What follows belongs to an exercise in optimizing a design on an open flow for a short achievable clock period and few clock cycles; a production flow would make more cautious choices. Only simulation tests tie the RTL to the original design; equivalence was not proved. Power and IR drop assume default switching activity.

--- flow/run.sh ---
#!/bin/bash
set -euo pipefail
MARGIN=${MARGIN:-7.5}
bash standard.sh synth > flow_synth.log 2>&1
bash standard.sh SETUP_SLACK_MARGIN=$MARGIN finish > flow_layout.log 2>&1
test -s out/final.def
--- standard.sh ---
#!/bin/bash
# synth_recipe.tcl (not shown) runs the flow's synth.tcl, then flattens the netlist and writes it again
# the make line also repeats each setting of config.mk as NAME=value (left out here)
make -C /OpenROAD-flow-scripts/flow DESIGN_CONFIG=/design/flow/config.mk WORK_HOME=/design/flow/orfs CLKGATE_MAP_FILE= SYNTH_SCRIPT=/design/flow/synth_recipe.tcl "${@:-finish}"
--- config.mk ---
export PLATFORM = sky130hd
export DESIGN_NAME = sht1x_engine
export DESIGN_NICKNAME = sht1x_engine
export VERILOG_FILES = /design/flow/design.v
export SDC_FILE = /design/flow/constraint.sdc
export NUM_CORES = 4
export LEC_CHECK = 0
export ABC_CLOCK_PERIOD_IN_PS = 1500
export CAP_MARGIN = 20
export CORE_MARGIN = 2
export CORE_UTILIZATION = 65
export PLACE_DENSITY = 0.8
export SLEW_MARGIN = 20
export SYNTH_HIERARCHICAL = 1
--- constraint.sdc ---
create_clock -name core_clock -period 10.0 [get_ports {clk}]
set_input_delay 2.0000 -clock core_clock [delete_from_list [all_inputs] [get_ports {clk}]]
set_output_delay 2.0000 -clock core_clock [all_outputs]
set_load 0.01 [all_outputs]
--- design.v ---
module sht1x_crc_table (
    input  wire [7:0] index,
    output wire [7:0] value
);
    assign value[0] = index[0] ^ index[3] ^ index[4] ^ index[6];
    assign value[1] = index[1] ^ index[4] ^ index[5] ^ index[7];
    assign value[2] = index[2] ^ index[5] ^ index[6];
    assign value[3] = index[3] ^ index[6] ^ index[7];
    assign value[4] = index[0] ^ index[3] ^ index[6] ^ index[7];
    assign value[5] = index[0] ^ index[1] ^ index[3] ^ index[6] ^ index[7];
    assign value[6] = index[1] ^ index[2] ^ index[4] ^ index[7];
    assign value[7] = index[2] ^ index[3] ^ index[5];
endmodule
module sht1x_link (
    input  wire [11:0] ph,        
    input  wire [6:0]  pr,        
    input  wire [3:0]  cnt,       
    input  wire        ack,       
    input  wire [7:0]  sbyte,     
    output wire [11:0] n_ph,
    output wire [3:0]  n_cnt,
    output wire        n_ack,
    output wire [7:0]  n_sbyte,
    output wire        n_last,
    output wire [1:0]  n_kind,
    output wire        n_pin,
    output wire        n_val,
    output wire [1:0]  n_sleep
);
    localparam H_DIRD = 0;    
    localparam H_DIRS = 1;    
    localparam H_DH   = 2;    
    localparam H_TS   = 3;    
    localparam H_DL   = 4;    
    localparam H_DB   = 5;    
    localparam H_CKH  = 6;    
    localparam H_SLH  = 7;    
    localparam H_SAMP = 8;    
    localparam H_CKL  = 9;    
    localparam H_SLL  = 10;   
    localparam H_DIN  = 11;   
    localparam R_TSTART  = 0;
    localparam R_TRESET  = 1;
    localparam R_SENDB   = 2;
    localparam R_GETB    = 3;
    localparam R_SACK    = 4;
    localparam R_SKIPACK = 5;
    localparam R_RELEASE = 6;
    wire sampling = pr[R_GETB] | ack;
    wire sll_more_bits = pr[R_SENDB] & (cnt != 4'd7);
    wire sll_to_din    = pr[R_SENDB] & (cnt == 4'd7);
    assign n_ph[H_DIRD] = 1'b0;
    assign n_ph[H_DIRS] = ph[H_DIRD];
    assign n_ph[H_DH]   = ph[H_DIRS] & ~pr[R_SENDB] & ~pr[R_GETB];
    assign n_ph[H_TS]   = (ph[H_DH] & pr[R_TSTART]) | ph[H_TS];
    assign n_ph[H_DL]   = ph[H_DH] & pr[R_SACK];
    assign n_ph[H_DB]   = (ph[H_DIRS] & pr[R_SENDB]) | (ph[H_SLL] & sll_more_bits);
    assign n_ph[H_CKH]  = (ph[H_DIRS] & pr[R_GETB]) |
                          (ph[H_DH] & ~pr[R_TSTART] & ~pr[R_SACK]) |
                          ph[H_DL] | ph[H_DB] | ph[H_DIN] |
                          (ph[H_SLL] & ~pr[R_SENDB]);
    assign n_ph[H_SLH]  = ph[H_CKH];
    assign n_ph[H_SAMP] = ph[H_SLH] & sampling;
    assign n_ph[H_CKL]  = (ph[H_SLH] & ~sampling) | ph[H_SAMP];
    assign n_ph[H_SLL]  = ph[H_CKL];
    assign n_ph[H_DIN]  = ph[H_SLL] & sll_to_din;
    assign n_cnt   = (ph[H_DH] & pr[R_TSTART]) ? 4'd0 :
                     (ph[H_TS] | ph[H_SLL])    ? cnt + 4'd1 : cnt;
    assign n_ack   = ack | ph[H_DIN];
    assign n_sbyte = (ph[H_DB] | ph[H_DL]) ? {sbyte[6:0], 1'b0} : sbyte;
    assign n_last = (ph[H_DIRD] & pr[R_RELEASE]) |
                    (ph[H_TS] & (cnt == 4'd8)) |
                    (ph[H_CKL] & ((pr[R_TRESET] & (cnt == 4'd8)) |
                                  (pr[R_GETB]   & (cnt == 4'd7)) |
                                  (pr[R_SENDB]  & ack) |
                                  pr[R_SACK] | pr[R_SKIPACK]));
    reg [1:0] ts_kind;
    reg       ts_pin, ts_val;
    always @(*) begin
        ts_kind = 2'd3; ts_pin = 1'b1; ts_val = 1'b0;
        case (cnt)
            4'd1: begin ts_kind = 2'd1; ts_pin = 1'b1; ts_val = 1'b0; end
            4'd2: begin ts_kind = 2'd1; ts_pin = 1'b0; ts_val = 1'b0; end
            4'd4: begin ts_kind = 2'd1; ts_pin = 1'b0; ts_val = 1'b1; end
            4'd6: begin ts_kind = 2'd1; ts_pin = 1'b1; ts_val = 1'b1; end
            4'd7: begin ts_kind = 2'd1; ts_pin = 1'b0; ts_val = 1'b0; end
            default: ;
        endcase
    end
    wire e_dir_s  = n_ph[H_DIRS];                   
    wire e_din    = n_ph[H_DIN];                    
    wire e_wr_dh  = n_ph[H_DH];                     
    wire e_wr_dl  = n_ph[H_DL];                     
    wire e_wr_db  = n_ph[H_DB];                     
    wire e_wr_ckh = n_ph[H_CKH] | (ph[H_DH] & pr[R_TSTART]);   
    wire e_wr_ckl = n_ph[H_CKL];                    
    wire e_rd     = n_ph[H_SAMP];
    wire e_sleep  = n_ph[H_SLH] | n_ph[H_SLL];
    wire e_ts     = ph[H_TS];
    assign n_kind  = e_ts ? ts_kind :
                     {e_rd | e_sleep, e_wr_dh | e_wr_dl | e_wr_db | e_wr_ckh | e_wr_ckl | e_sleep};
    assign n_pin   = e_ts ? ts_pin : (e_din | e_wr_dh | e_wr_dl | e_wr_db | e_rd);
    assign n_val   = e_ts ? ts_val :
                     ((e_dir_s & ~pr[R_RELEASE]) | e_wr_dh | (e_wr_db & sbyte[7]) | e_wr_ckh);
    assign n_sleep = 2'd0;
endmodule
module sht1x_engine (
    input  wire        clk,
    input  wire        rst,           
    input  wire        req_valid,
    input  wire [15:0] req_word,
    output wire        busy,
    output reg         done,
    output reg  [2:0]  rsp_err,
    output reg  [15:0] rsp_val,
    output reg         ev_valid,
    output reg  [1:0]  ev_kind,
    output reg         ev_pin,
    output reg         ev_val,
    output reg  [1:0]  ev_sleep,
    input  wire        ev_ready,
    input  wire        data_in
);
    localparam T_DEC = 0;
    reg [7:0]  sr;
    reg [7:0]  acc;
    reg [7:0]  cmd;
    reg [15:0] dat;
    reg [7:0]  crx;
    reg [3:0]  cfg;        
    reg        own;
    reg        stale;
    reg [2:0]  err;
    reg [7:0]  einfo;
    reg [3:0]  fsm;
    reg [3:0]  pins;       
    reg        busy_r;
    reg [20:0] st;         
    reg [7:0]  opc;
    reg [7:0]  imm;
    reg        k_init, k_sendcmdm, k_await, k_srread, k_sendb, k_getb;
    reg        ac_done, ac_rd, ac_getb, ac_sendb, ac_settle;
    reg [7:0]  ac_byte;    
    reg [7:0]  cmd_byte;
    reg        recov;
    reg        wide;
    reg [7:0]  fail_op;
    reg [5:0]  polls;
    reg        p35;        
    reg        smp;
    reg [7:0]  rx;
    reg [1:0]  cs;
    reg        crc_bad;
    reg        last;
    reg [11:0] ph;
    reg [6:0]  pr;
    reg [3:0]  cnt;
    reg        ack;
    reg [7:0]  sbyte;
    reg        idle_i, evn_i, evp_i, evv_i;
    reg  [1:0] evk_i, evs_i;
    assign busy = busy_r;
    wire fire = ~evn_i & ev_ready;
    reg        in_dec;       
    reg        skip_q;       
    reg  [7:0] t_acc, t_einfo;
    reg  [3:0] t_cfg;
    reg        t_own;
    reg  [2:0] t_err;
    wire match = (req_word == {opc, imm});
    wire skip  = idle_i & req_valid & ~skip_q & match;
    wire [11:0] a_ph;
    wire [3:0]  a_cnt;
    wire        a_ack, a_last, a_pin, a_val;
    wire [7:0]  a_sbyte;
    wire [1:0]  a_kind, a_sleep;
    sht1x_link u_link (
        .ph(ph), .pr(pr), .cnt(cnt), .ack(ack), .sbyte(sbyte),
        .n_ph(a_ph), .n_cnt(a_cnt), .n_ack(a_ack), .n_sbyte(a_sbyte), .n_last(a_last),
        .n_kind(a_kind), .n_pin(a_pin), .n_val(a_val), .n_sleep(a_sleep)
    );
    wire        f_done [0:1];
    wire        f_busy [0:1];
    wire [2:0]  f_rsp_err [0:1];
    wire [15:0] f_rsp_val [0:1];
    wire [2:0]  f_err [0:1];
    wire [7:0]  f_einfo [0:1];
    wire [3:0]  f_fsm [0:1];
    wire [7:0]  f_sr [0:1], f_acc [0:1], f_cmd [0:1], f_crx [0:1];
    wire [15:0] f_dat [0:1];
    wire [3:0]  f_cfg [0:1], f_pins [0:1];
    wire        f_own [0:1], f_stale [0:1];
    wire [1:0]  f_cs [0:1];
    wire [7:0]  f_fail_op [0:1], f_cmd_byte [0:1], f_rx [0:1];
    wire        f_recov [0:1], f_p35 [0:1], f_smp [0:1];
    wire [5:0]  f_polls [0:1];
    wire [20:0] f_st [0:1];
    wire        f_ev_valid [0:1], f_ev_pin [0:1], f_ev_val [0:1], f_last [0:1], f_ack [0:1];
    wire [1:0]  f_ev_kind [0:1], f_ev_sleep [0:1];
    wire [11:0] f_ph [0:1];
    wire [6:0]  f_pr [0:1];
    wire [3:0]  f_cnt [0:1];
    wire [7:0]  f_sbyte [0:1];
    genvar g;
    generate
        for (g = 0; g < 2; g = g + 1) begin : gs
            sht1x_step #(.DIN(g)) u_step (
                .st(st), .last(last), .smp(smp), .rx(rx), .recov(recov),
                .k_init(k_init), .k_sendcmdm(k_sendcmdm), .k_await(k_await),
                .k_srread(k_srread), .k_sendb(k_sendb), .k_getb(k_getb),
                .ac_done(ac_done), .ac_rd(ac_rd), .ac_getb(ac_getb), .ac_sendb(ac_sendb),
                .ac_settle(ac_settle), .ac_byte(ac_byte), .cmd_byte(cmd_byte),
                .fail_op(fail_op), .polls(polls), .p35(p35), .crc_bad(crc_bad),
                .wide(wide), .cs(cs),
                .sr(sr), .acc(acc), .cmd(cmd), .dat(dat), .crx(crx), .cfg(cfg),
                .own(own), .stale(stale), .err(err), .einfo(einfo), .fsm(fsm), .pins(pins),
                .ev_kind(~evk_i), .ev_pin(~evp_i), .ev_val(~evv_i),
                .a_ph(a_ph), .a_cnt(a_cnt), .a_ack(a_ack), .a_sbyte(a_sbyte), .a_last(a_last),
                .a_kind(a_kind), .a_pin(a_pin), .a_val(a_val), .a_sleep(a_sleep),
                .pr(pr),
                .done_n(f_done[g]), .busy_n(f_busy[g]), .rsp_err_n(f_rsp_err[g]),
                .rsp_val_n(f_rsp_val[g]), .err_n(f_err[g]), .einfo_n(f_einfo[g]),
                .fsm_n(f_fsm[g]), .sr_n(f_sr[g]), .acc_n(f_acc[g]), .cmd_n(f_cmd[g]),
                .dat_n(f_dat[g]), .crx_n(f_crx[g]), .cfg_n(f_cfg[g]), .own_n(f_own[g]),
                .stale_n(f_stale[g]), .pins_n(f_pins[g]), .cs_n(f_cs[g]),
                .fail_op_n(f_fail_op[g]), .recov_n(f_recov[g]), .cmd_byte_n(f_cmd_byte[g]),
                .polls_n(f_polls[g]), .p35_n(f_p35[g]), .smp_n(f_smp[g]), .rx_n(f_rx[g]),
                .st_n(f_st[g]),
                .ev_valid_n(f_ev_valid[g]), .ev_kind_n(f_ev_kind[g]), .ev_pin_n(f_ev_pin[g]),
                .ev_val_n(f_ev_val[g]), .ev_sleep_n(f_ev_sleep[g]), .last_n(f_last[g]),
                .ph_n(f_ph[g]), .pr_n(f_pr[g]), .cnt_n(f_cnt[g]), .ack_n(f_ack[g]),
                .sbyte_n(f_sbyte[g])
            );
        end
    endgenerate
    wire [26:0] p_oh;
    wire        p_legal, p_free, p_unk;
    wire [7:0]  p_timm;
    wire [8:0]  p_rsel;
    reg  [26:0] q_oh;
    reg         q_legal, q_free, q_unk;
    reg  [7:0]  q_timm;
    reg  [8:0]  q_rsel;
    sht1x_pre u_pre (
        .word(req_word), .oh(p_oh), .legal(p_legal), .free_op(p_free), .unk(p_unk),
        .t_imm(p_timm), .rsel(p_rsel)
    );
    wire        d_done, d_busy, d_own, d_wide;
    wire [2:0]  d_rsp_err, d_err;
    wire [15:0] d_rsp_val;
    wire [7:0]  d_einfo, d_acc, d_cmd_byte, d_ac_byte;
    wire [3:0]  d_cfg;
    wire [20:0] d_st;
    wire        d_k_init, d_k_sendcmdm, d_k_await, d_k_srread, d_k_sendb, d_k_getb;
    wire        d_ac_done, d_ac_rd, d_ac_getb, d_ac_sendb, d_ac_settle;
    wire        d_ev_valid, d_ev_val, d_last;
    wire [6:0]  d_pr;
    sht1x_dec u_dec (
        .oh(q_oh), .legal(q_legal), .free_op(q_free), .unk(q_unk), .t_imm(q_timm),
        .rsel(q_rsel), .opc(opc), .imm(imm),
        .sr(sr), .acc(acc), .cmd(cmd), .dat(dat), .crx(crx), .cfg(cfg),
        .own(own), .stale(stale), .err(err), .einfo(einfo), .fsm(fsm), .pins(pins),
        .done_n(d_done), .busy_n(d_busy), .rsp_err_n(d_rsp_err), .rsp_val_n(d_rsp_val),
        .err_n(d_err), .einfo_n(d_einfo), .acc_n(d_acc), .cfg_n(d_cfg), .own_n(d_own),
        .st_n(d_st), .cmd_byte_n(d_cmd_byte), .ac_byte_n(d_ac_byte), .wide_n(d_wide),
        .k_init_n(d_k_init), .k_sendcmdm_n(d_k_sendcmdm), .k_await_n(d_k_await),
        .k_srread_n(d_k_srread), .k_sendb_n(d_k_sendb), .k_getb_n(d_k_getb),
        .ac_done_n(d_ac_done), .ac_rd_n(d_ac_rd), .ac_getb_n(d_ac_getb),
        .ac_sendb_n(d_ac_sendb), .ac_settle_n(d_ac_settle),
        .ev_valid_n(d_ev_valid), .ev_val_n(d_ev_val), .last_n(d_last), .pr_n(d_pr)
    );
    reg        busy_nx, ev_valid_nx, ev_pin_nx, ev_val_nx;
    reg  [1:0] ev_kind_nx, ev_sleep_nx;
    always @(*) begin
        busy_nx     = ~idle_i;
        ev_valid_nx = ~evn_i;
        ev_kind_nx  = ~evk_i;
        ev_pin_nx   = ~evp_i;
        ev_val_nx   = ~evv_i;
        ev_sleep_nx = ~evs_i;
        if (rst) begin
            busy_nx     = 1'b0;
            ev_valid_nx = 1'b0;
            ev_kind_nx  = 2'd0;
            ev_pin_nx   = 1'b0;
            ev_val_nx   = 1'b0;
            ev_sleep_nx = 2'd0;
        end else if (idle_i) begin
            if (req_valid) begin
                busy_nx     = ~skip | d_busy;
                ev_valid_nx = skip & d_ev_valid;
                ev_kind_nx  = 2'd0;
                ev_pin_nx   = 1'b1;
                ev_val_nx   = d_ev_val;
                ev_sleep_nx = 2'd0;
            end
        end else if (fire) begin
            busy_nx     = data_in ? f_busy[1]     : f_busy[0];
            ev_valid_nx = data_in ? f_ev_valid[1] : f_ev_valid[0];
            ev_kind_nx  = data_in ? f_ev_kind[1]  : f_ev_kind[0];
            ev_pin_nx   = data_in ? f_ev_pin[1]   : f_ev_pin[0];
            ev_val_nx   = data_in ? f_ev_val[1]   : f_ev_val[0];
            ev_sleep_nx = data_in ? f_ev_sleep[1] : f_ev_sleep[0];
        end else if (in_dec) begin
            busy_nx     = d_busy;
            ev_valid_nx = d_ev_valid;
            ev_kind_nx  = 2'd0;
            ev_pin_nx   = 1'b1;
            ev_val_nx   = d_ev_val;
            ev_sleep_nx = 2'd0;
        end
    end
    always @(posedge clk) begin
        busy_r   <= busy_nx;
        ev_valid <= ev_valid_nx;
        ev_kind  <= ev_kind_nx;
        ev_pin   <= ev_pin_nx;
        ev_val   <= ev_val_nx;
        ev_sleep <= ev_sleep_nx;
        idle_i   <= ~busy_nx;
        evn_i    <= ~ev_valid_nx;
        evk_i    <= ~ev_kind_nx;
        evp_i    <= ~ev_pin_nx;
        evv_i    <= ~ev_val_nx;
        evs_i    <= ~ev_sleep_nx;
        done     <= ~rst & (idle_i ? (skip & d_done) :
                                fire   ? (data_in ? f_done[1] : f_done[0]) : (in_dec & d_done));
        in_dec   <= ~rst & idle_i & req_valid & ~skip;
        skip_q   <= ~rst & skip;
    end
    always @(posedge clk) begin
        if (rst) begin
            sr       <= 8'h00;
            cmd      <= 8'h00;
            dat      <= 16'h0000;
            crx      <= 8'h00;
            stale    <= 1'b0;
            fsm      <= 4'd0;
            pins     <= 4'h0;
        end else if (idle_i) begin
        end else if (fire) begin
            sr       <= f_sr[0];
            cmd      <= f_cmd[0];
            dat      <= f_dat[0];
            crx      <= f_crx[0];
            stale    <= f_stale[0];
            pins     <= f_pins[0];
            fsm      <= data_in ? f_fsm[1]      : f_fsm[0];
        end
    end
    always @(posedge clk) begin
        if (rst) begin
            acc   <= 8'h00;
            cfg   <= 4'h0;
            own   <= 1'b0;
            err   <= 3'd0;
            einfo <= 8'h00;
        end else if (skip_q) begin
            acc   <= t_acc;
            cfg   <= t_cfg;
            own   <= t_own;
            err   <= t_err;
            einfo <= t_einfo;
        end else if (idle_i) begin
        end else if (fire) begin
            acc   <= f_acc[0];
            cfg   <= f_cfg[0];
            own   <= f_own[0];
            err   <= data_in ? f_err[1]   : f_err[0];
            einfo <= data_in ? f_einfo[1] : f_einfo[0];
        end else if (in_dec) begin
            acc   <= d_acc;
            cfg   <= d_cfg;
            own   <= d_own;
            err   <= d_err;
            einfo <= d_einfo;
        end
        t_acc   <= d_acc;
        t_cfg   <= d_cfg;
        t_own   <= d_own;
        t_err   <= d_err;
        t_einfo <= d_einfo;
    end
    always @(posedge clk) begin
        rsp_err <= (idle_i | in_dec) ? d_rsp_err : data_in ? f_rsp_err[1] : f_rsp_err[0];
        rsp_val <= (idle_i | in_dec) ? d_rsp_val : data_in ? f_rsp_val[1] : f_rsp_val[0];
    end
    always @(posedge clk) begin
        opc     <= req_word[15:8];
        imm     <= req_word[7:0];
        q_oh    <= p_oh;
        q_legal <= p_legal;
        q_free  <= p_free;
        q_unk   <= p_unk;
        q_timm  <= p_timm;
        q_rsel  <= p_rsel;
        if (idle_i | in_dec) begin
            recov      <= 1'b0;
            st         <= d_st;
            cmd_byte   <= d_cmd_byte;
            ac_byte    <= d_ac_byte;
            wide       <= d_wide;
            cs         <= 2'd0;
            k_init     <= d_k_init;
            k_sendcmdm <= d_k_sendcmdm;
            k_await    <= d_k_await;
            k_srread   <= d_k_srread;
            k_sendb    <= d_k_sendb;
            k_getb     <= d_k_getb;
            ac_done    <= d_ac_done;
            ac_rd      <= d_ac_rd;
            ac_getb    <= d_ac_getb;
            ac_sendb   <= d_ac_sendb;
            ac_settle  <= d_ac_settle;
            last       <= d_last;
            ph         <= 12'd1;
            pr         <= d_pr;
            cnt        <= 4'd0;
            ack        <= 1'b0;
            sbyte      <= imm;
        end else if (fire) begin
            cs       <= f_cs[0];
            fail_op  <= f_fail_op[0];
            recov    <= f_recov[0];
            cmd_byte <= f_cmd_byte[0];
            polls    <= f_polls[0];
            p35      <= f_p35[0];
            smp      <= data_in ? f_smp[1]      : f_smp[0];
            rx       <= data_in ? f_rx[1]       : f_rx[0];
            st       <= data_in ? f_st[1]       : f_st[0];
            last     <= data_in ? f_last[1]     : f_last[0];
            ph       <= data_in ? f_ph[1]       : f_ph[0];
            pr       <= data_in ? f_pr[1]       : f_pr[0];
            cnt      <= data_in ? f_cnt[1]      : f_cnt[0];
            ack      <= data_in ? f_ack[1]      : f_ack[0];
            sbyte    <= data_in ? f_sbyte[1]    : f_sbyte[0];
        end
        crc_bad <= ({acc[0], acc[1], acc[2], acc[3], acc[4], acc[5], acc[6], acc[7]} != crx);
    end
endmodule
module sht1x_pre (
    input  wire [15:0] word,
    output wire [26:0] oh,         
    output wire        legal,
    output wire        free_op,    
    output wire        unk,        
    output wire [7:0]  t_imm,      
    output wire [8:0]  rsel        
);
    wire [7:0] opc = word[15:8];
    wire [7:0] imm = word[7:0];
    assign oh[0]  = (opc == 8'h01);    
    assign oh[1]  = (opc == 8'h02);    
    assign oh[2]  = (opc == 8'h03);    
    assign oh[3]  = (opc == 8'h04);    
    assign oh[4]  = (opc == 8'h05);    
    assign oh[5]  = (opc == 8'h10);    
    assign oh[6]  = (opc == 8'h11);    
    assign oh[7]  = (opc == 8'h12);    
    assign oh[8]  = (opc == 8'h13);    
    assign oh[9]  = (opc == 8'h14);    
    assign oh[10] = (opc == 8'h15);    
    assign oh[11] = (opc == 8'h20);    
    assign oh[12] = (opc == 8'h21);    
    assign oh[13] = (opc == 8'h22);    
    assign oh[14] = (opc == 8'h23);    
    assign oh[15] = (opc == 8'h24);    
    assign oh[16] = (opc == 8'h25);    
    assign oh[17] = (opc == 8'h26);    
    assign oh[18] = (opc == 8'h27);    
    assign oh[19] = (opc == 8'h28);    
    assign oh[20] = (opc == 8'h30);    
    assign oh[21] = (opc == 8'h31);    
    assign oh[22] = (opc == 8'h32);    
    assign oh[23] = (opc == 8'h33);    
    assign oh[24] = (opc == 8'h34);    
    assign oh[25] = (opc == 8'h35);    
    assign oh[26] = (opc == 8'h36);    
    wire imm0 = (imm == 8'h00);
    assign legal = oh[0] | oh[1] | oh[2] | oh[3] | oh[7] | oh[12] | oh[20] | oh[21] |
                   (imm0 & (oh[4] | oh[5] | oh[6] | oh[8] | oh[9] | oh[10] | oh[11] |
                            oh[13] | oh[18] | oh[22] | oh[23] | oh[24] | oh[25] | oh[26])) |
                   (oh[14] & (imm[7:4] == 4'h0)) |
                   ((oh[15] | oh[16] | oh[17]) & (imm[7:1] == 7'h00)) |
                   (oh[19] & (imm <= 8'd8));
    assign free_op = oh[0] | oh[1] | oh[2] | oh[3] | oh[4] | oh[14] | oh[19];
    wire known = (imm == 8'h03) || (imm == 8'h05) || (imm == 8'h07) ||
                 (imm == 8'h06) || (imm == 8'h1E) || (imm == 8'h00);
    assign unk = (oh[20] | oh[21]) & ~known;
    sht1x_crc_table u_t (.index(imm), .value(t_imm));
    genvar i;
    generate
        for (i = 0; i < 8; i = i + 1) begin : g_rsel
            assign rsel[i] = (imm[3:0] == i);
        end
    endgenerate
    assign rsel[8] = imm[3];
endmodule
module sht1x_dec (
    input  wire [26:0] oh,
    input  wire        legal,
    input  wire        free_op,
    input  wire        unk,
    input  wire [7:0]  t_imm,
    input  wire [8:0]  rsel,
    input  wire [7:0]  opc,
    input  wire [7:0]  imm,
    input  wire [7:0]  sr,
    input  wire [7:0]  acc,
    input  wire [7:0]  cmd,
    input  wire [15:0] dat,
    input  wire [7:0]  crx,
    input  wire [3:0]  cfg,
    input  wire        own,
    input  wire        stale,
    input  wire [2:0]  err,
    input  wire [7:0]  einfo,
    input  wire [3:0]  fsm,
    input  wire [3:0]  pins,
    output wire        done_n,
    output wire        busy_n,
    output wire [2:0]  rsp_err_n,
    output wire [15:0] rsp_val_n,
    output wire [2:0]  err_n,
    output wire [7:0]  einfo_n,
    output wire [7:0]  acc_n,
    output wire [3:0]  cfg_n,
    output wire        own_n,
    output wire [20:0] st_n,
    output wire [7:0]  cmd_byte_n,
    output wire [7:0]  ac_byte_n,
    output wire        wide_n,
    output wire        k_init_n, k_sendcmdm_n, k_await_n, k_srread_n, k_sendb_n, k_getb_n,
    output wire        ac_done_n, ac_rd_n, ac_getb_n, ac_sendb_n, ac_settle_n,
    output wire        ev_valid_n,
    output wire        ev_val_n,
    output wire        last_n,
    output wire [6:0]  pr_n
);
    localparam T_LINKOP = 1, T_SC_TS = 2, T_TRESET = 17, T_RELEASE = 20,
               T_AW_DIR = 5, T_RM_HI = 8;
    function [7:0] rev8(input [7:0] b);
        rev8 = {b[0], b[1], b[2], b[3], b[4], b[5], b[6], b[7]};
    endfunction
    wire o_revb    = oh[0];
    wire o_crclut  = oh[1];
    wire o_crcinit = oh[2];
    wire o_crcupd  = oh[3];
    wire o_crcout  = oh[4];
    wire o_tstart  = oh[5];
    wire o_treset  = oh[6];
    wire o_sendb   = oh[7];
    wire o_getb    = oh[8];
    wire o_sack    = oh[9];
    wire o_skipack = oh[10];
    wire o_srread  = oh[11];
    wire o_srwrite = oh[12];
    wire o_srreset = oh[13];
    wire o_init    = oh[14];
    wire o_sethtr  = oh[15];
    wire o_setotp  = oh[16];
    wire o_setres  = oh[17];
    wire o_release = oh[18];
    wire o_rdreg   = oh[19];
    wire o_sendcmd = oh[20];
    wire o_sendcmdm= oh[21];
    wire o_await   = oh[22];
    wire o_rdmeas  = oh[23];
    wire o_softrst = oh[24];
    wire o_meast   = oh[25];
    wire o_measrh  = oh[26];
    wire o_set     = o_sethtr | o_setotp | o_setres;
    wire e_ill = ~legal;
    wire e_nos = legal & ~free_op & ~own;
    wire e_unk = legal & (free_op | own) & unk;
    wire bad   = e_ill | e_nos | e_unk;
    wire ok    = ~bad;
    wire [7:0] t_acc, t_seed;
    sht1x_crc_table u_t1 (.index(acc), .value(t_acc));
    sht1x_crc_table u_t2 (.index(rev8(sr) & 8'hF0), .value(t_seed));
    wire [7:0] crc_v = t_imm ^ ({8{o_crcinit}} & t_seed) ^ ({8{o_crcupd}} & t_acc);
    wire [15:0] reg_view = ({16{rsel[0]}} & {8'h00, sr}) |
                           ({16{rsel[1]}} & {8'h00, acc}) |
                           ({16{rsel[2]}} & {8'h00, cmd}) |
                           ({16{rsel[3]}} & dat) |
                           ({16{rsel[4]}} & {8'h00, crx}) |
                           ({16{rsel[5]}} & {12'h000, cfg}) |
                           ({16{rsel[6]}} & {einfo, 1'b0, err, 2'b00, stale, own}) |
                           ({16{rsel[7]}} & {12'h000, fsm}) |
                           ({16{rsel[8]}} & {12'h000, pins});
    wire c_rev  = ok & o_revb;
    wire c_crc  = ok & (o_crclut | o_crcinit | o_crcupd);
    wire c_out  = ok & o_crcout;
    wire c_rd   = ok & o_rdreg;
    wire cmpl   = c_rev | c_crc | c_out;           
    assign done_n = bad | cmpl | c_rd;
    assign busy_n = ~done_n;
    wire [2:0] code = e_ill ? 3'd7 : e_nos ? 3'd6 : 3'd5;
    wire [7:0] info = e_unk ? imm : opc;
    assign rsp_err_n = bad ? code : 3'd0;
    assign rsp_val_n = ({16{bad}}   & {8'h00, info}) |
                       ({16{c_rev}} & {8'h00, rev8(imm)}) |
                       ({16{c_crc}} & {8'h00, crc_v}) |
                       ({16{c_out}} & {8'h00, rev8(acc)}) |
                       ({16{c_rd}}  & reg_view);
    assign err_n   = bad ? code : cmpl ? 3'd0 : err;
    assign einfo_n = bad ? info : cmpl ? 8'h00 : einfo;
    assign acc_n   = (ok & (o_crcinit | o_crcupd)) ? crc_v : acc;
    reg [3:0] cfg_x;
    always @(*) begin
        cfg_x = cfg;
        if (ok & o_init)    cfg_x = imm[3:0];
        if (ok & o_sethtr)  cfg_x[2] = imm[0];
        if (ok & o_setotp)  cfg_x[1] = imm[0];
        if (ok & o_setres)  cfg_x[0] = imm[0];
    end
    assign cfg_n = cfg_x;
    assign own_n = own | (ok & o_init);
    wire o_meas  = o_meast | o_measrh;
    wire o_cmds  = o_srread | o_srwrite | o_srreset | o_sendcmd | o_sendcmdm |
                   o_softrst | o_meas;
    wire p_tstart  = o_tstart | o_cmds;
    wire p_treset  = o_treset | o_init | o_set;
    wire p_release = o_release;
    wire p_getb    = o_getb | o_rdmeas;
    wire p_din     = o_await;
    wire linkop    = o_tstart | o_treset | o_sendb | o_getb | o_sack | o_skipack;
    assign ev_valid_n = ok & (p_tstart | p_treset | o_sendb | p_getb | o_sack | o_skipack |
                              p_release | p_din);
    assign ev_val_n   = p_tstart | p_treset | o_sendb | o_sack | o_skipack;
    assign last_n     = p_din;
    assign pr_n       = {p_release, o_skipack, o_sack, p_getb, o_sendb, p_treset, p_tstart};
    wire [20:0] one = 21'd1;
    assign st_n = ({21{linkop}}                      & (one << T_LINKOP)) |
                  ({21{o_cmds}}                      & (one << T_SC_TS)) |
                  ({21{o_init | o_set}}              & (one << T_TRESET)) |
                  ({21{o_release}}                   & (one << T_RELEASE)) |
                  ({21{o_await}}                     & (one << T_AW_DIR)) |
                  ({21{o_rdmeas}}                    & (one << T_RM_HI));
    assign cmd_byte_n = ({8{o_srread}}               & 8'h07) |
                        ({8{o_sendcmd | o_sendcmdm}} & imm) |
                        ({8{o_softrst}}              & 8'h1E) |
                        ({8{o_meast}}                & 8'h03) |
                        ({8{o_measrh}}               & 8'h05) |
                        ({8{o_srwrite | o_srreset | o_init | o_set}} & 8'h06);
    assign ac_byte_n  = o_srwrite ? imm : o_srreset ? 8'h00 : {5'b0, cfg_x[2:0]};
    assign wide_n     = ~o_srread;
    assign k_init_n     = o_init;
    assign k_sendcmdm_n = o_sendcmdm;
    assign k_await_n    = o_await;
    assign k_srread_n   = o_srread;
    assign k_sendb_n    = o_sendb;
    assign k_getb_n     = o_getb;
    assign ac_done_n    = o_sendcmd;
    assign ac_rd_n      = o_sendcmdm | o_meas;
    assign ac_getb_n    = o_srread;
    assign ac_sendb_n   = o_srwrite | o_srreset | o_init | o_set;
    assign ac_settle_n  = o_softrst;
endmodule
module sht1x_step #(parameter DIN = 0) (
    input  wire [20:0] st,
    input  wire        last,
    input  wire        smp,
    input  wire [7:0]  rx,
    input  wire        recov,
    input  wire        k_init, k_sendcmdm, k_await, k_srread, k_sendb, k_getb,
    input  wire        ac_done, ac_rd, ac_getb, ac_sendb, ac_settle,
    input  wire [7:0]  ac_byte,
    input  wire [7:0]  cmd_byte,
    input  wire [7:0]  fail_op,
    input  wire [5:0]  polls,
    input  wire        p35,
    input  wire        crc_bad,
    input  wire        wide,
    input  wire [1:0]  cs,
    input  wire [7:0]  sr,
    input  wire [7:0]  acc,
    input  wire [7:0]  cmd,
    input  wire [15:0] dat,
    input  wire [7:0]  crx,
    input  wire [3:0]  cfg,
    input  wire        own,
    input  wire        stale,
    input  wire [2:0]  err,
    input  wire [7:0]  einfo,
    input  wire [3:0]  fsm,
    input  wire [3:0]  pins,
    input  wire [1:0]  ev_kind,
    input  wire        ev_pin,
    input  wire        ev_val,
    input  wire [11:0] a_ph,
    input  wire [3:0]  a_cnt,
    input  wire        a_ack,
    input  wire [7:0]  a_sbyte,
    input  wire        a_last,
    input  wire [1:0]  a_kind,
    input  wire        a_pin,
    input  wire        a_val,
    input  wire [1:0]  a_sleep,
    input  wire [6:0]  pr,
    output wire        done_n,
    output wire        busy_n,
    output wire [2:0]  rsp_err_n,
    output wire [15:0] rsp_val_n,
    output wire [2:0]  err_n,
    output wire [7:0]  einfo_n,
    output wire [3:0]  fsm_n,
    output wire [7:0]  sr_n,
    output wire [7:0]  acc_n,
    output wire [7:0]  cmd_n,
    output wire [15:0] dat_n,
    output wire [7:0]  crx_n,
    output wire [3:0]  cfg_n,
    output wire        own_n,
    output wire        stale_n,
    output wire [3:0]  pins_n,
    output wire [1:0]  cs_n,
    output wire [7:0]  fail_op_n,
    output wire        recov_n,
    output wire [7:0]  cmd_byte_n,
    output wire [5:0]  polls_n,
    output wire        p35_n,
    output wire        smp_n,
    output wire [7:0]  rx_n,
    output wire [20:0] st_n,
    output wire        ev_valid_n,
    output wire [1:0]  ev_kind_n,
    output wire        ev_pin_n,
    output wire        ev_val_n,
    output wire [1:0]  ev_sleep_n,
    output wire        last_n,
    output wire [11:0] ph_n,
    output wire [6:0]  pr_n,
    output wire [3:0]  cnt_n,
    output wire        ack_n,
    output wire [7:0]  sbyte_n
);
    localparam T_DEC = 0, T_LINKOP = 1, T_SC_TS = 2, T_SC_SB = 3, T_SC_FR = 4,
               T_AW_DIR = 5, T_AW_SLP = 6, T_AW_RD = 7, T_RM_HI = 8, T_RM_SACK = 9,
               T_RM_LO = 10, T_SR_GET = 11, T_END_SKIP = 12, T_VC_SACK = 13,
               T_VC_GET = 14, T_VC_SKIP = 15, T_SETTLE = 16, T_TRESET = 17,
               T_WMASK = 18, T_INITREL = 19, T_RELEASE = 20;
    localparam [0:0] D = DIN;
    function [7:0] rev8(input [7:0] b);
        rev8 = {b[0], b[1], b[2], b[3], b[4], b[5], b[6], b[7]};
    endfunction
    wire lk = last;
    wire t_linkop    = lk & st[T_LINKOP];
    wire t_scts      = lk & st[T_SC_TS];
    wire t_scsb      = lk & st[T_SC_SB];
    wire t_scsb_rel  = t_scsb & smp & k_init & ~recov;
    wire t_scsb_fail = t_scsb & smp & ~(k_init & ~recov);
    wire t_scsb_ok   = t_scsb & ~smp;
    wire t_ac_settle = t_scsb_ok & (recov | ac_settle);
    wire t_ac_done   = t_scsb_ok & ~recov & ac_done;
    wire t_ac_rd     = t_scsb_ok & ~recov & ac_rd;
    wire t_ac_getb   = t_scsb_ok & ~recov & ac_getb;
    wire t_ac_sendb  = t_scsb_ok & ~recov & ac_sendb;
    wire t_fr        = lk & st[T_SC_FR];
    wire t_fr_fail   = t_fr & D;
    wire t_fr_done   = t_fr & ~D & k_sendcmdm;
    wire t_fr_din    = t_fr & ~D & ~k_sendcmdm;
    wire t_awdir     = lk & st[T_AW_DIR];
    wire t_awslp     = lk & st[T_AW_SLP];
    wire t_awrd      = lk & st[T_AW_RD];
    wire t_awrd_done = t_awrd & ~D & k_await;
    wire t_awrd_getb = t_awrd & ~D & ~k_await;
    wire t_awrd_to   = t_awrd & D & p35;
    wire t_awrd_poll = t_awrd & D & ~p35;
    wire t_rmhi      = lk & st[T_RM_HI];
    wire t_rmsack    = lk & st[T_RM_SACK];
    wire t_rmlo      = lk & st[T_RM_LO];
    wire t_srget     = lk & st[T_SR_GET];
    wire t_rd_end    = t_rmlo | t_srget;
    wire t_rd_vc     = t_rd_end & cfg[3];
    wire t_rd_skip   = t_rd_end & ~cfg[3];
    wire t_endskip   = lk & st[T_END_SKIP];
    wire t_vcsack    = lk & st[T_VC_SACK];
    wire t_vcget     = lk & st[T_VC_GET];
    wire t_vcskip    = lk & st[T_VC_SKIP];
    wire t_vc_ok     = t_vcskip & ~crc_bad;
    wire t_vc_bad    = t_vcskip & crc_bad;
    wire t_settle    = lk & st[T_SETTLE];
    wire t_settle_ok = t_settle & ~recov;
    wire t_settle_crc= t_settle & recov;
    wire t_treset    = lk & st[T_TRESET];
    wire t_wm        = lk & st[T_WMASK];
    wire t_wm_ok     = t_wm & ~smp;
    wire t_wm_rel    = t_wm & smp & k_init;
    wire t_wm_fail   = t_wm & smp & ~k_init;
    wire t_initrel   = lk & st[T_INITREL];
    wire t_release   = lk & st[T_RELEASE];
    wire c_ok  = t_linkop | t_ac_done | t_fr_done | t_awrd_done | t_endskip | t_vc_ok |
                 t_settle_ok | t_wm_ok | t_release;
    wire c_ack = t_scsb_fail | t_wm_fail | t_initrel;
    wire c_bad = c_ack | t_fr_fail | t_awrd_to | t_settle_crc;
    wire fin   = c_ok | c_bad;
    assign done_n = fin;
    assign busy_n = ~fin;
    wire [2:0] code = ({3{c_ack}} & 3'd1) | ({3{t_fr_fail}} & 3'd2) |
                      ({3{t_awrd_to}} & 3'd3) | ({3{t_settle_crc}} & 3'd4);
    wire [7:0] info = ({8{t_scsb_fail}} & cmd_byte) |
                      ({8{t_fr_fail | t_awrd_to}} & cmd) |
                      ({8{t_settle_crc}} & fail_op) |
                      ({8{t_wm_fail | t_initrel}} & 8'h06);
    wire [15:0] okval = ({16{t_linkop & k_sendb}} & {15'h0000, ~smp}) |
                        ({16{t_linkop & k_getb}}  & {8'h00, rx}) |
                        ({16{t_awrd_done}}        & {10'h000, polls}) |
                        ({16{t_endskip | t_vc_ok}} & dat);
    assign rsp_err_n = code;
    assign rsp_val_n = okval | {8'h00, info};
    assign err_n   = c_bad ? code : c_ok ? 3'd0 : err;
    assign einfo_n = c_bad ? info : c_ok ? 8'h00 : einfo;
    wire fsm_w = t_scsb | t_fr | t_awrd_done | t_awrd_getb | t_awrd_to | t_rd_end |
                 t_endskip | t_vcskip | t_settle | t_wm | t_initrel | t_release;
    assign fsm_n = ({4{~fsm_w}} & fsm) |
                   ({4{t_scsb_rel | t_wm_rel}} & 4'd3) |
                   ({4{t_scsb_ok}} & 4'd2) |
                   ({4{t_fr_done | t_fr_din}} & 4'd4) |
                   ({4{t_awrd_done | t_awrd_getb}} & 4'd5) |
                   ({4{t_rd_end}} & 4'd7) |
                   ({4{t_vc_bad}} & 4'd9);
    wire sr_from_dat = (t_endskip | t_vc_ok) & k_srread;
    wire sr_w = sr_from_dat | t_settle | t_wm_ok | t_initrel;
    assign sr_n = ({8{~sr_w}} & sr) | ({8{sr_from_dat}} & dat[7:0]) | ({8{t_wm_ok}} & ac_byte);
    wire acc_step = st[T_VC_SACK] & ((cs == 2'd0) | (cs == 2'd1) | ((cs == 2'd2) & wide));
    wire [7:0] seed = rev8(sr) & 8'hF0;
    wire [7:0] tbl_index = (cs == 2'd0) ? (seed ^ cmd) :
                           ((cs == 2'd1) & wide) ? (acc ^ dat[15:8]) : (acc ^ dat[7:0]);
    wire [7:0] tbl_value;
    sht1x_crc_table u_table (.index(tbl_index), .value(tbl_value));
    assign acc_n = acc_step ? tbl_value : t_initrel ? 8'h00 : acc;
    assign cs_n  = acc_step ? cs + 2'd1 : cs;
    assign cmd_n = t_scts ? cmd_byte : t_initrel ? 8'h00 : cmd;
    assign dat_n[15:8] = (t_rmhi ? rx : dat[15:8]) & {8{~(t_srget | t_initrel)}};
    assign dat_n[7:0]  = (t_rmlo | t_srget) ? rx : t_initrel ? 8'h00 : dat[7:0];
    assign crx_n   = t_vcget ? rx : t_initrel ? 8'h00 : crx;
    assign cfg_n   = t_initrel ? 4'h0 : cfg;
    assign own_n   = own & ~(t_initrel | t_release);
    assign stale_n = t_vc_bad | (stale & ~(t_wm_ok | t_initrel | t_release));
    assign fail_op_n  = t_vc_bad ? cmd : fail_op;
    assign recov_n    = recov | t_vc_bad;
    assign cmd_byte_n = t_vc_bad ? 8'h1E : cmd_byte;
    assign polls_n    = t_awdir ? 6'd0 : t_awslp ? polls + 6'd1 : polls;
    assign p35_n      = t_awdir ? 1'b0 : t_awslp ? (polls == 6'd34) : p35;
    assign pins_n[3] = (ev_kind == 2'd0 &&  ev_pin) ? ev_val : pins[3];
    assign pins_n[1] = (ev_kind == 2'd0 && !ev_pin) ? ev_val : pins[1];
    assign pins_n[2] = (ev_kind == 2'd1 &&  ev_pin) ? ev_val : pins[2];
    assign pins_n[0] = (ev_kind == 2'd1 && !ev_pin) ? ev_val : pins[0];
    wire is_rd = (ev_kind == 2'd2);
    assign smp_n = is_rd ? D : smp;
    assign rx_n  = is_rd ? {rx[6:0], D} : rx;
    wire l_tstart  = t_vc_bad | t_treset;
    wire l_sendb   = t_scts | t_ac_sendb;
    wire l_release = t_scsb_rel | t_wm_rel;
    wire l_settle  = t_ac_settle;
    wire l_rd      = t_ac_rd | t_awslp;
    wire l_getb    = t_ac_getb | t_awrd_getb | t_rmsack | t_vcsack;
    wire l_din     = t_fr_din;
    wire l_poll    = t_awdir | t_awrd_poll;
    wire l_sack    = t_rmhi | t_rd_vc;
    wire l_skipack = t_rd_skip | t_vcget;
    wire l_any = l_tstart | l_sendb | l_release | l_settle | l_rd | l_getb | l_din |
                 l_poll | l_sack | l_skipack;
    wire [20:0] one = 21'd1;
    wire [20:0] st_t = ({21{t_scts}}                   & (one << T_SC_SB)) |
                       ({21{l_release}}                & (one << T_INITREL)) |
                       ({21{t_ac_settle}}              & (one << T_SETTLE)) |
                       ({21{t_ac_rd}}                  & (one << T_SC_FR)) |
                       ({21{t_ac_getb}}                & (one << T_SR_GET)) |
                       ({21{t_ac_sendb}}               & (one << T_WMASK)) |
                       ({21{t_fr_din}}                 & (one << T_AW_DIR)) |
                       ({21{l_poll}}                   & (one << T_AW_SLP)) |
                       ({21{t_awslp}}                  & (one << T_AW_RD)) |
                       ({21{t_awrd_getb}}              & (one << T_RM_HI)) |
                       ({21{t_rmhi}}                   & (one << T_RM_SACK)) |
                       ({21{t_rmsack}}                 & (one << T_RM_LO)) |
                       ({21{t_rd_vc}}                  & (one << T_VC_SACK)) |
                       ({21{t_rd_skip}}                & (one << T_END_SKIP)) |
                       ({21{t_vcsack}}                 & (one << T_VC_GET)) |
                       ({21{t_vcget}}                  & (one << T_VC_SKIP)) |
                       ({21{l_tstart}}                 & (one << T_SC_TS));
    assign st_n = lk ? st_t : st;
    assign ev_valid_n = ~lk | l_any;
    assign ev_kind_n  = lk ? {l_rd | l_poll | l_settle, l_poll | l_settle} : a_kind;
    assign ev_pin_n   = lk ? 1'b1 : a_pin;
    assign ev_val_n   = lk ? (l_tstart | l_sendb | l_sack | l_skipack) : a_val;
    assign ev_sleep_n = lk ? {l_settle, l_poll} : a_sleep;
    assign last_n     = lk ? (l_rd | l_poll | l_settle | l_din) : a_last;
    assign ph_n       = lk ? 12'd1 : a_ph;
    assign pr_n       = lk ? {l_release, l_skipack, l_sack, l_getb, l_sendb, 1'b0, l_tstart} : pr;
    assign cnt_n      = lk ? 4'd0 : a_cnt;
    assign ack_n      = lk ? 1'b0 : a_ack;
    assign sbyte_n    = lk ? (t_scts ? cmd_byte : ac_byte) : a_sbyte;
endmodule
==> results of run 1 <==
[metrics by stage]
step	hold WS [ns]	worst slack [ns]	area, um2
detailed placement	0.435	4.66	19600
finish	0.448	6.96	23900
floorplan	0.422	6.54	19900
global route	0.464	6.97	23900
global placement	0.434	4.73	19600
CTS	0.449	6.98	22400
[area by class of cell]
cell class	instances	area, um2	share of cell area
clock buffers	49	978	0.0410
repair inverters	6	40.0	0.00168
clock inverters	15	169	0.00708
repair buffers	195	2440	0.102
flip-flops and latches	307	7060	0.296
diodes	2	5.00	0.000210
inverters	60	256	0.0107
multi-input cells	1727	12400	0.521
well taps	390	488	0.0204
[worst max-delay path by stage]
stage                    start    endpoint  slack [ns]
CTS                       done        done        6.98
detailed placement    ev_ready      ev_val        4.66
global route        rsp_val[6]  rsp_val[6]        6.97
floorplan             ev_ready      ev_val        6.54
global placement      ev_ready      ev_val        4.73
finish              rsp_val[6]  rsp_val[6]        6.96
[power by group through the flow]
stage	Sequential, mW	Combinational [mW]	Clock, mW
after floorplan	1.41	0.386	0
after global placement	1.46	0.464	0
after detailed placement	1.46	0.477	0
after CTS	1.43	0.571	1.29
after global routing	1.44	0.686	1.34
final	1.44	0.656	1.29
[registers in the layout, indices dropped and copies added (netlist names), 8 cells and up]
signal,count
imm,8
acc,8
rx,8
q_oh,27
sr,8
cmd,8
fail_op,8
sbyte,8
ac_byte,8
opc,8
t_einfo,8
rsp_val,16
dat,16
ph,12
q_timm,8
cmd_byte,8
q_rsel,9
t_acc,8
einfo,8
crx,8
st,20
[per-layer routing]
metal | vias up | routed length [um] | part of all wire | global-route usage
met3 | 495 | 10900 | 0.15 | 0.118
li1 | 8088 | - | - | -
met5 | - | 59 | 0.00079 | 0
met1 | 8848 | 25600 | 0.34 | 0.550
met4 | 4 | 6290 | 0.085 | 0.272
met2 | 1687 | 31300 | 0.42 | 0.656
[layout by cell type (no fill, tap or decap), types with 20 or more instances in the layout]
cell	count
a211oi_2	24
a21oi_1	58
a21oi_2	52
a22o_1	32
a22oi_1	35
a31oi_1	23
and2_1	48
buf_12	27
buf_4	61
buf_6	57
clkbuf_16	42
conb_1	26
dfxtp_1	197
dfxtp_2	20
edfxtp_1	88
inv_1	51
mux2_2	51
mux2i_1	118
nand2_1	303
nand2_4	49
nand2b_1	22
nand3_1	52
nor2_1	133
nor2b_1	58
nor3_1	27
o21ai_0	59
o21ai_1	88
xnor2_1	56
xor2_1	39
[what timing repair did]
| action | in CTS | in global routing |
|---|---|---|
| endpoints found under the hold margin | 0 | 0 |
| setup buffers | 80 | 32 |
| pin swaps | 61 | 104 |
| endpoints found under the setup margin | 353 | 233 |
| resized for setup | 434 | 248 |
| cloned | 21 | 13 |
==> results.cfg, run 1 <==
[grt]
antenna_found_initial = 4
grt_pass1_vias = 17100
grt_overflow = 0
grt_max_degree = 98
grt_pass1_wl_mm = 103
grtUsageTotal = 0.434

[critical_path]
cpPeakStageDelay_ns = 0.34
r2r-end = einfo[3]
cp_max_fo = 1
cp-start-kind = flip-flop
crit_cells = 1
critPathRequiredTime_ns = 8.00
reg2regPathDepth = 9
reg2reg_from = st[20]
crit_buf_inv = 1
cp_top_family = flip-flops
worst-setup-path-type = reg2out
worstPathCellList = buf_2
r2r_setup_slack_ns = 7.03
arrival_ns = 1.04
crit_slowest_cell = dfxtp_1
worstSetupEndpointType = output port

[pwr]
seqPwrFrac = 0.425
p_int_mw = 2.34
ir_worst_vdd_v = 0.000154
netSwitchingPower_mw = 1.05
power_leakage_nw = 9.52
finalPower_mw = 3.39
clkPwrFrac = 0.381
powerDensity_nw_per_um2 = 142
swShare = 0.310
combPwrFrac = 0.193

[synthesis]
syn_inst = 2273
ys_warn_count = 11
synth.avg_cell_area_um2 = 8.50
synthesis.area_um2 = 19300

[hold_path]
min_to = ac_done
min_path_type = reg2reg
hold_depth = 0
hp-start = q_oh[20]

[detailed_routing]
viasPerCell = 6.95
vias = 19100
wl_mm = 74.2
dr.pass1.iters = 13
drt-initial-drc-count = 3794
drc_errors = 0
avgRoutedWirePerCell_um = 27.0
ant_nets = 0

[sta]
max_freq_mhz = 329
fin_setup_tns_ns = 0
fin_worst_skew_ns = 0.0152
min_period_ns = 3.04
worst_pin_slew_ns = 0.833
finalCritPeriodShare = 0.304
drv_slew = 0
setup_viol = 0
rsz0062_at_grt = yes
relSlewSlack = 0.445
hold_viol = 0

[die]
num_rows = 63
ioPinCount = 49
die-area_um2 = 31100
die_x_um = 176
die_y_um = 176
core_um2 = 29500
initial_core_util = 0.655

[cts]
cts_hold_buf = 0
h-tree-depth = 2
cts_buffer_depth = 3
cts.sinks = 307
cts_tree = built
clk_latency_ns = 0.56
path_clk_slew_ns = 0.06
root_buffer = clkbuf_16
cts-buffers-inserted = 35

[final_layout]
drive_gt1_frac = 0.270
fillCellCount = 1758
fin_util = 0.809
fin_cells = 2751
nets = 2362
syn_to_final_growth_pct = 23.5

[place]
gp_congestion = 0.982
port_buffers = 48
place_inst = 2539
dp_hpwl_mm = 43.6

[run_status]
outcome = complete, no violations

[flow_run]
max_cap_viol_count = 0
Testbench counts, summed over its fixed seeds: cycles 327,133.
==> run 2, diff against run 1 <==
--- a/config.mk
+++ b/config.mk
@@ -10,4 +10,4 @@
 export CORE_MARGIN = 2
-export CORE_UTILIZATION = 65
-export PLACE_DENSITY = 0.8
+export CORE_UTILIZATION = 40
+export PLACE_DENSITY = 0.6
 export SLEW_MARGIN = 20
==> results.cfg, run 2 <==
[critical_path]
cpPeakStageDelay_ns = 0.36
reg2reg_from = st[1]
arrival_ns = 1.04
cp_max_fo = 1
cp-start-kind = flip-flop
worstSetupEndpointType = output port
critPathRequiredTime_ns = 8.00
worstPathCellList = buf_6
crit_buf_inv = 1
crit_slowest_cell = dfxtp_4
cp_top_family = flip-flops
crit_start = ev_val
worst-setup-path-type = reg2out

[die]
ioPinCount = 49
die_x_um = 224
die-area_um2 = 50100
die_y_um = 224
core_um2 = 47700
initial_core_util = 0.405
num_rows = 80

[detailed_routing]
viasPerCell = 6.09
drt-initial-drc-count = 2301
avgRoutedWirePerCell_um = 25.0
vias = 18200
ant_nets = 0
drc_errors = 0
dr.pass1.iters = 10
wl_mm = 74.9

[sta]
hold_viol = 0
max_freq_mhz = 329
hold_ws_ns = 0.460
rsz0062_at_grt = yes
fin_setup_tns_ns = 0
drv_slew = 0
relSlewSlack = 0.361
min_period_ns = 3.04
worst_pin_slew_ns = 0.958
setup_viol = 0
fin_worst_skew_ns = 0.0280
finalCritPeriodShare = 0.304

[final_layout]
syn_to_final_growth_pct = 28.4
drive_gt1_frac = 0.287
final_cell_mix = nand2_1, dfxtp_1, nor2_1
top_regs = q_oh: 27 flops, st: 20 flops
diodes = 0
largest-register = q_oh
largest_register_ffs = 27
final_common_cell = nand2_1
nets = 2377
fin_util = 0.520

[grt]
grtUsageTotal = 0.283
grt_max_degree = 92
grt_pass1_vias = 16600
grt_pass1_wl_mm = 108
grt_overflow = 0
antenna_found_initial = 0

[synthesis]
synthesis.area_um2 = 19300
synth.avg_cell_area_um2 = 8.50
ys_warn_count = 11
syn_inst = 2273

[cts]
cts.sinks = 307
h-tree-depth = 2
root_buffer = clkbuf_16
cts_hold_buf = 0
clk_latency_ns = 0.57
cts_tree = built
path_clk_slew_ns = 0.06
cts-buffers-inserted = 37
cts_buffer_depth = 3

[run_status]
outcome = complete, no violations

[place]
dp_hpwl_mm = 46.4
port_buffers = 48
gp_congestion = 0.916

[pwr]
power_leakage_nw = 10.2
ir_worst_vdd_v = 0.000115
powerDensity_nw_per_um2 = 142

[flow_run]
max_cap_viol_count = 0

[hold_path]
min_path_type = reg2reg
hp-start = q_oh[20]
-- run 2: through the flow --
step | instances | worst slack, ns | power [mW] | cell area [um2]
after global routing | 2991 | 6.95 | 3.62 | 24800
final | 2991 | 6.96 | 3.53 | 24800
after global placement | 2761 | 4.95 | 1.94 | 19800
after detailed placement | 2761 | 4.91 | 1.95 | 19800
after CTS | 2918 | 6.94 | 3.43 | 23000
after floorplan | 2296 | 6.54 | 1.80 | 19900
-- run 2: power breakdown --
part | internal (mW) | switching [mW]
clock | 0.822 | 0.579
sequential | 1.34 | 0.0961
combinational | 0.293 | 0.392
-- run 2: area by class of cell --
class | count | area, um2
fill | 4279 | 22900
inverter | 60 | 255
clock buffer | 60 | 1160
tap | 615 | 769
clock inverter | 8 | 91.3
sequential | 307 | 7060
multi-input combinational | 1732 | 12800
timing repair inverter | 5 | 32.5
timing repair buffer | 204 | 2680
-- run 2: path summary, 6_finish.rpt --
| kind | to | slack, ns | cells past startpoint |
|---|---|---|---|
| max | ev_val | 6.96 | 1 |
| min reg2reg | ac_done | 0.46 | 0 |
| max reg2reg | einfo[4] | 7.14 | 9 |
| min | ac_done | 0.46 | 0 |
-- run 2: routing by layer --
layer  GRT usage  wire length [um]  up-vias  share of wire
met5           0                 0        -              0
met4       0.109              3800        0          0.051
met3      0.0521              7990      252           0.11
met2       0.434             32600     1074           0.44
met1       0.394             30500     8768           0.41
li1            -                 -     8135              -
-- run 2: repair_timing --
action / CTS / global route
setup endpoints to repair: 351 / 235
setup buffers: 64 / 56
cloned: 25 / 17
pin swaps: 71 / 96
resized for setup: 492 / 237

## afterwards: timing with drivers on the ports
The results above use ideal ports. As a check the final layouts listed here were re-extracted and re-timed, cells and wires unchanged. Step 1, drivers: a clkbuf_16 drives clk and a buf_2 each remaining input, both assumed. Step 2 times the ports against the registers' clock, not the clock port: input delays grow and output delays shrink by t, the midpoint of the rising clock arrivals with the driver on. a / b / c = ideal / step 1 / step 2; a / b = the first two.
run	shift t [ns]	setup WS [ns]	worst setup path after step 2	latest minus earliest clock arrival (ns)	worst slew at a driven data input, ns
run 1	0.604	6.960 / 6.905 / 6.506	input to register	0.015 / 0.016	0.16
run 2	0.621	6.956 / 6.897 / 6.542	input to register	0.028 / 0.029	0.18
After both steps every run listed still meets setup and hold. For run 1, which loses most, drivers alone change the setup slack by -0.055 ns; drivers and shift together by -0.454 ns.
